This design comes from an exercise in tuning for small area on the open sky130 flow, not from production work.
In this exercise RTL edits were held to simulation tests only and were not proved equivalent to the original.
Power is estimated from default activity; no workload was simulated.

==> design.v <==
module grip_sampler (
    input  wire        clk,
    input  wire        rst,
    input  wire        clk_in,
    input  wire        data_in,
    input  wire        edge_evt,
    output wire        enq_req,     
    output wire [19:0] enq_word
);
    reg  [1:0]  v;
    reg  [1:0]  w;
    reg  [19:0] acc;
    reg  [4:0]  cnt;
    wire [1:0] u = {data_in, clk_in};
    wire is_clk = u[0] ^ v[0];
    wire is_gap = ~u[0] & ~v[0] & ~w[0] & (u[1] ^ v[1]) & (v[1] ^ w[1]);
    assign enq_req  = edge_evt & is_gap & (cnt == 5'd20);
    assign enq_word = acc;
    always @(posedge clk) begin
        if (rst) begin
            v   <= 2'b00;
            w   <= 2'b00;
            acc <= 20'd0;
            cnt <= 5'd0;
        end else if (edge_evt) begin
            if (is_clk) begin
                acc <= {acc[18:0], u[1]};
                if (cnt != 5'd31)
                    cnt <= cnt + 5'd1;
            end else if (is_gap) begin
                acc <= 20'd0;
                cnt <= 5'd0;
            end
            w <= v;
            v <= u;
        end
    end
endmodule
module grip_fifo #(
    parameter QDEPTH = 10,
    parameter WIDTH  = 20
) (
    input  wire             clk,
    input  wire             rst,
    input  wire             enq,
    input  wire [WIDTH-1:0] enq_word,
    input  wire             deq,
    output wire             not_empty,
    output wire [WIDTH-1:0] head
);
    localparam PW = $clog2(QDEPTH);
    localparam CW = $clog2(QDEPTH + 1);
    reg [WIDTH-1:0] mem [0:QDEPTH-1];
    reg [PW-1:0]    wr_ptr;
    reg [PW-1:0]    rd_ptr;
    reg [CW-1:0]    count;
    wire full    = (count == QDEPTH);
    wire do_enq  = enq & ~full;
    wire do_deq  = deq & (count != 0);
    assign not_empty = (count != 0);
    assign head      = mem[rd_ptr];
    always @(posedge clk) begin
        if (do_enq)
            mem[wr_ptr] <= enq_word;
    end
    always @(posedge clk) begin
        if (rst) begin
            wr_ptr <= 0;
            rd_ptr <= 0;
            count  <= 0;
        end else begin
            if (do_enq)
                wr_ptr <= (wr_ptr == QDEPTH - 1) ? 0 : wr_ptr + 1'b1;
            if (do_deq)
                rd_ptr <= (rd_ptr == QDEPTH - 1) ? 0 : rd_ptr + 1'b1;
            if (do_enq & ~do_deq)
                count <= count + 1'b1;
            else if (do_deq & ~do_enq)
                count <= count - 1'b1;
        end
    end
endmodule
module grip_decoder (
    input  wire        clk,
    input  wire        rst,
    input  wire        valid,       
    input  wire [19:0] frame,
    input  wire        rd_req,
    input  wire [3:0]  rd_addr,
    output reg  [15:0] rd_data
);
    localparam [31:0] CRC_CONST = 32'h25cb9e70;
    reg [5:0]  x_r, y_r, lt_r, rt_r, thr_r;
    reg [1:0]  hatx_r, haty_r, dpadx_r, dpady_r;
    reg [10:0] btn_r;
    reg [3:0]  init_r;
    wire [31:0] q     = {12'd0, frame};
    wire [31:0] crc   = q ^ (q >> 7) ^ (q >> 14);
    wire [4:0]  sh    = crc[6:2] & 5'h1c;
    wire [31:0] tbl   = CRC_CONST >> sh;
    wire        crc_ok = ((crc[3:0] ^ tbl[3:0]) == 4'd0);
    wire [1:0]  field = frame[19:18];
    wire [15:0] p     = frame[19:4];
    wire [1:0] hatx_v  = {~p[1] & p[0], p[1] ^ p[0]};
    wire [1:0] haty_v  = {~p[2] & p[3], p[2] ^ p[3]};
    wire [1:0] dpadx_v = {~p[5] & p[4], p[5] ^ p[4]};
    wire [1:0] dpady_v = {~p[6] & p[7], p[6] ^ p[7]};
    always @(posedge clk) begin
        if (rst) begin
            x_r     <= 6'd0;
            y_r     <= 6'd0;
            lt_r    <= 6'd0;
            rt_r    <= 6'd0;
            thr_r   <= 6'd0;
            hatx_r  <= 2'd0;
            haty_r  <= 2'd0;
            dpadx_r <= 2'd0;
            dpady_r <= 2'd0;
            btn_r   <= 11'd0;
            init_r  <= 4'd0;
        end else if (valid && crc_ok) begin
            init_r[field] <= 1'b1;
            case (field)
                2'd0: begin
                    x_r <= p[7:2];
                    y_r <= 6'd63 - p[13:8];
                end
                2'd1: begin
                    lt_r <= p[7:2];
                    rt_r <= p[13:8];
                end
                2'd2: begin
                    thr_r   <= p[13:8];
                    hatx_r  <= hatx_v;
                    haty_r  <= haty_v;
                    dpadx_r <= dpadx_v;
                    dpady_r <= dpady_v;
                end
                default: begin
                    btn_r <= p[13:3];
                end
            endcase
        end
    end
    always @(posedge clk) begin
        if (rst) begin
            rd_data <= 16'd0;
        end else if (rd_req) begin
            case (rd_addr)
                4'd0:    rd_data <= {10'd0, x_r};
                4'd1:    rd_data <= {10'd0, y_r};
                4'd2:    rd_data <= {10'd0, lt_r};
                4'd3:    rd_data <= {10'd0, rt_r};
                4'd4:    rd_data <= {10'd0, thr_r};
                4'd5:    rd_data <= {14'd0, hatx_r};
                4'd6:    rd_data <= {14'd0, haty_r};
                4'd7:    rd_data <= {14'd0, dpadx_r};
                4'd8:    rd_data <= {14'd0, dpady_r};
                4'd9:    rd_data <= {5'd0, btn_r};
                4'd10:   rd_data <= {12'd0, init_r};
                default: rd_data <= 16'd0;
            endcase
        end
    end
endmodule
module grip_core (
    input  wire        clk,
    input  wire        rst,
    input  wire        clk_in,
    input  wire        data_in,
    input  wire        edge_evt,
    input  wire        edge_src,
    input  wire        dec_en,
    input  wire        rd_req,
    input  wire [3:0]  rd_addr,
    output wire [15:0] rd_data
);
    wire        enq_req;
    wire [19:0] enq_word;
    wire        not_empty;
    wire [19:0] head;
    grip_sampler u_sampler (
        .clk      (clk),
        .rst      (rst),
        .clk_in   (clk_in),
        .data_in  (data_in),
        .edge_evt (edge_evt),
        .enq_req  (enq_req),
        .enq_word (enq_word)
    );
    grip_fifo #(.QDEPTH(10), .WIDTH(20)) u_fifo (
        .clk       (clk),
        .rst       (rst),
        .enq       (enq_req),
        .enq_word  (enq_word),
        .deq       (dec_en),
        .not_empty (not_empty),
        .head      (head)
    );
    grip_decoder u_decoder (
        .clk     (clk),
        .rst     (rst),
        .valid   (dec_en & not_empty),
        .frame   (head),
        .rd_req  (rd_req),
        .rd_addr (rd_addr),
        .rd_data (rd_data)
    );
endmodule
==> run.sh <==
#!/bin/bash
# synth_recipe.tcl (not shown) runs the flow's synth.tcl, then flattens the netlist and writes it again
# the make line also repeats each setting of config.mk as NAME=value (left out here)
make -C /OpenROAD-flow-scripts/flow DESIGN_CONFIG=/design/flow/config.mk WORK_HOME=/design/flow/orfs CLKGATE_MAP_FILE= SYNTH_SCRIPT=/design/flow/synth_recipe.tcl finish
==> config.mk <==
export PLATFORM = sky130hd
export DESIGN_NAME = grip_core
export DESIGN_NICKNAME = grip_core
export VERILOG_FILES = /design/flow/design.v
export SDC_FILE = /design/flow/constraint.sdc
export NUM_CORES = 4
export LEC_CHECK = 0
export CAP_MARGIN = 20
export CORE_MARGIN = 2
export CORE_UTILIZATION = 40
export SLEW_MARGIN = 20
==> constraint.sdc <==
create_clock -name core_clock -period 8.0 [get_ports {clk}]
set_input_delay 1.6000 -clock core_clock [delete_from_list [all_inputs] [get_ports {clk}]]
set_output_delay 1.6000 -clock core_clock [all_outputs]
set_load 0.01 [all_outputs]
==> results.txt <==
placed cells by master (no fill, tap or decap), types with 21 or more instances in the layout:
cell type and count:
mux2i_1 99, nand2b_1 55, dfxtp_1 107, nand3_1 23
edfxtp_1 200, nor2b_1 22, clkbuf_16 35, a21oi_1 57
mux2_2 25, nand2_1 51, mux4_2 21, nor2_1 53
power breakdown:
group / switching (mW) / internal, mW / total (mW) / leakage, nW
Sequential: 0.00300 / 1.68 / 1.68 / 2.72
Clock: 0.627 / 1.01 / 1.64 / 0.588
Combinational: 0.0368 / 0.0183 / 0.0551 / 1.74
critical path, stage by stage, from the launching register on:
cell and delay, ps:
dfxtp_2 690, buf_4 410, nor2b_1 620, a22o_1 230, o31a_1 190, xor3_1 480
xor2_1 280, nor4bb_1 110, or4b_1 840, nand2_1 720, mux2_2 410
sequential cells by signal (all words and copies together), names as in the netlist, 4 cells and up, named ones only:
| name | cells |
|---|---|
| u_decoder.rt_r | 6 |
| u_fifo.wr_ptr | 4 |
| u_fifo.rd_ptr | 4 |
| u_decoder.thr_r | 6 |
| u_decoder.init_r | 4 |
| u_decoder.y_r | 6 |
| u_decoder.x_r | 6 |
| u_decoder.rd_data | 11 |
| u_fifo.count | 4 |
| u_decoder.btn_r | 11 |
| u_sampler.acc | 20 |
| u_fifo.mem | 200 |
| u_decoder.lt_r | 6 |
| u_sampler.cnt | 5 |
metal layers:
layer,share of wire,global-route usage
met5,0,0
met4,0.016,0.04094
met3,0.046,0.02524
met2,0.48,0.2722
met1,0.46,0.2284
cells by family after synthesis:
logic type | count (synthesis)
flip-flops | 309
AND/OR/NAND/NOR | 252
multiplexers | 153
AO/OA/AOI/OAI | 127
buffers and inverters | 74
XOR/XNOR | 23
adder cells (fa/ha/maj) | 12
other | 1
final cells by class:
cell class                      count  area (sq um)  area share
Clock inverter                     18         237.7     0.01595
Timing Repair Buffer               40         350.3     0.02351
Multi-Input combinational cell    572          4573      0.3069
Clock buffer                       44         949.7     0.06373
Inverter                           12         45.04    0.003023
Tap cell                          442         553.0     0.03711
Sequential cell                   309          8193      0.5498
metrics by stage:
stage | power, mW | area [sq um] | setup slack (ps) | utilization
2_1_floorplan | 1.758 | 13210 | 2508 | -
3_3_place_gp | 1.774 | 13710 | 2804 | 0.4215
3_5_place_dp | 1.774 | 13710 | 2815 | 0.4215
4_1_cts | 3.414 | 14900 | 2777 | 0.4580
5_1_grt | 3.484 | 14900 | 2460 | 0.4580
6_report | 3.375 | 14900 | 2861 | 0.4580
worst max path at each step:
| stage | endpoint | startpoint | cells after the start | slack [ps] |
|---|---|---|---|---|
| 2_1_floorplan | u_fifo.mem[8][0] | edge_evt | 5 | 2510 |
| 3_3_place_gp | u_fifo.mem[5][0] | data_in | 9 | 2800 |
| 3_5_place_dp | u_decoder.y_r[4] | flip-flop | 10 | 2810 |
| 4_1_cts | u_decoder.y_r[2] | flip-flop | 10 | 2780 |
| 5_1_grt | u_decoder.y_r[2] | flip-flop | 10 | 2460 |
| 6_report | u_decoder.y_r[2] | flip-flop | 10 | 2860 |
==> impl_metrics.json <==
{
  "fin_crit_sh": 0.6424,
  "crit_fanout": 20,
  "avgRoutedWirePerCell_microns": 19.31,
  "grt_overflow": 0,
  "skew_ps": 17.18,
  "synth-edff-count": 200,
  "worst_slew_pin_slew_ps": 1042,
  "final_cells": 1437,
  "synth_most_common_cell": "edfxtp_1",
  "max_freq_mhz": 194.6,
  "ys_warn_count": 3,
  "layout-drive-gt1-share": 0.1467,
  "synth.distinct_cells": 70,
  "hpwl_mm": 16.58,
  "required_ps": 8390,
  "dr.pass1.iters": 5,
  "hold_viol": 0,
  "reg2reg_slack_ps": 2860,
  "fp-row-count": 66,
  "power.density_mw_per_mm2": 226.5,
  "status": "complete, no violations",
  "cts_resized": 0,
  "fin_nets": 993,
  "yosysSeqAreaShare": 0.6206,
  "report.final.slew_viol_count": 0,
  "worst-r2r-cell-count": 10,
  "total_leakage_power_nw": 5.047,
  "min_to": "u_decoder.haty_r[1]",
  "core_sq_mm": 0.03254,
  "fillerInstances": 2948,
  "synth_top_family_by_area": "multiplexers",
  "avgSynthCellArea_sq_um": 13.87,
  "placed_cells": 1375,
  "synthXorXnorAreaFrac": 0.02342,
  "async_flop_share": 0,
  "relSlewSlack": 0.3053,
  "detail-route-antenna-nets": 0,
  "synthMuxAreaShare": 0.1459,
  "die-area_sq_mm": 0.03445,
  "path_class": "reg -> reg",
  "synth-compound-area-share": 0.06155,
  "gp_congestion": 0.7539,
  "synth_fa_ha_area_frac": 0.01195,
  "ys_ff_latch": 309,
  "tns_ps": 0,
  "cts-root-buf": "clkbuf_16",
  "rsz0062_at_grt": "no",
  "hold-path-cell-count": 2,
  "path_clk_slew_ps": 60,
  "port_buffers": 21,
  "synth_top_area_share": 0.4552,
  "avgViaCountPerCell": 5.213,
  "cts_hold_buf": 0,
  "antenna_cells": 0,
  "routed_wl_mm": 27.75,
  "synth.largest_area_cell": "edfxtp_1",
  "worst_setup_path_start_kind": "flip-flop",
  "hold-worst-slack_ps": 468.6,
  "clk_latency_ps": 510,
  "synth_area_leaders": "edfxtp_1 (46%), dfxtp_1 (17%), mux2i_1 (7.5%), mux4_2 (3.6%), nand2b_1 (2.6%)",
  "dieHeight_microns": 185.6,
  "areaGrowthSynthToFinish_pct": 12.94,
  "setup_viol": 0,
  "cp_data_arrival_time_ps": 5530,
  "r2r_end": "u_decoder.y_r[2]",
  "clock_sinks": 309,
  "yosys.area_share.simple": 0.09948,
  "start_util": 0.4055,
  "track_usage": 0.1647,
  "maxCapViolCount": 0,
  "first_iter_violations": 515,
  "drcViolationCount": 0,
  "routed-via-count": 7491,
  "worstHoldStart": "u_decoder.haty_r[1]",
  "postCtsSetupBuffers": 0,
  "synth_cells": 951,
  "period_minus_slack_ps": 5139,
  "vdd_drop_max_mv": 0.1534,
  "grt_max_degree": 102,
  "cts_max_path_buffers": 3,
  "critPathCaptureType": "flip-flop",
  "synthTopCellsByCount": "edfxtp_1 (200), dfxtp_1 (109), mux2i_1 (99)",
  "grt_pass1_wl_mm": 43.33,
  "antenna_found_initial": 0,
  "grt_pass1_vias": 7408,
  "synth.cell_area_sq_mm": 0.01319,
  "numCtsBuffers": 34,
  "io_pins": 28,
  "synth-main-ff-cell": "edfxtp_1",
  "die_w_microns": 185.6,
  "cts-htree-levels": 2,
  "cts_tree": "built",
  "min_path_type": "reg -> reg"
}

-- static timing again, ports no longer ideal --
The results above use ideal ports. As a check the final layout listed here was re-extracted and re-timed, cells and wires unchanged. Step 1 assumes that a clkbuf_16 drives the clock port and a buf_2 every other input. Step 2 also shifts input and output timing later by t, the mid clock arrival at the registers, as if the neighbouring blocks saw the same clock. Three values: ideal ports, drivers, drivers and shift; two values: the first two.
t, ns: 0.556
setup slack, ns: 2.861 / 2.861 / 2.861
worst data-port slew with drivers (ns): 0.04
After both steps setup and hold are still met in this run. The setup slack of this run moves by 0.000 ns with the drivers and by 0.000 ns with both steps.
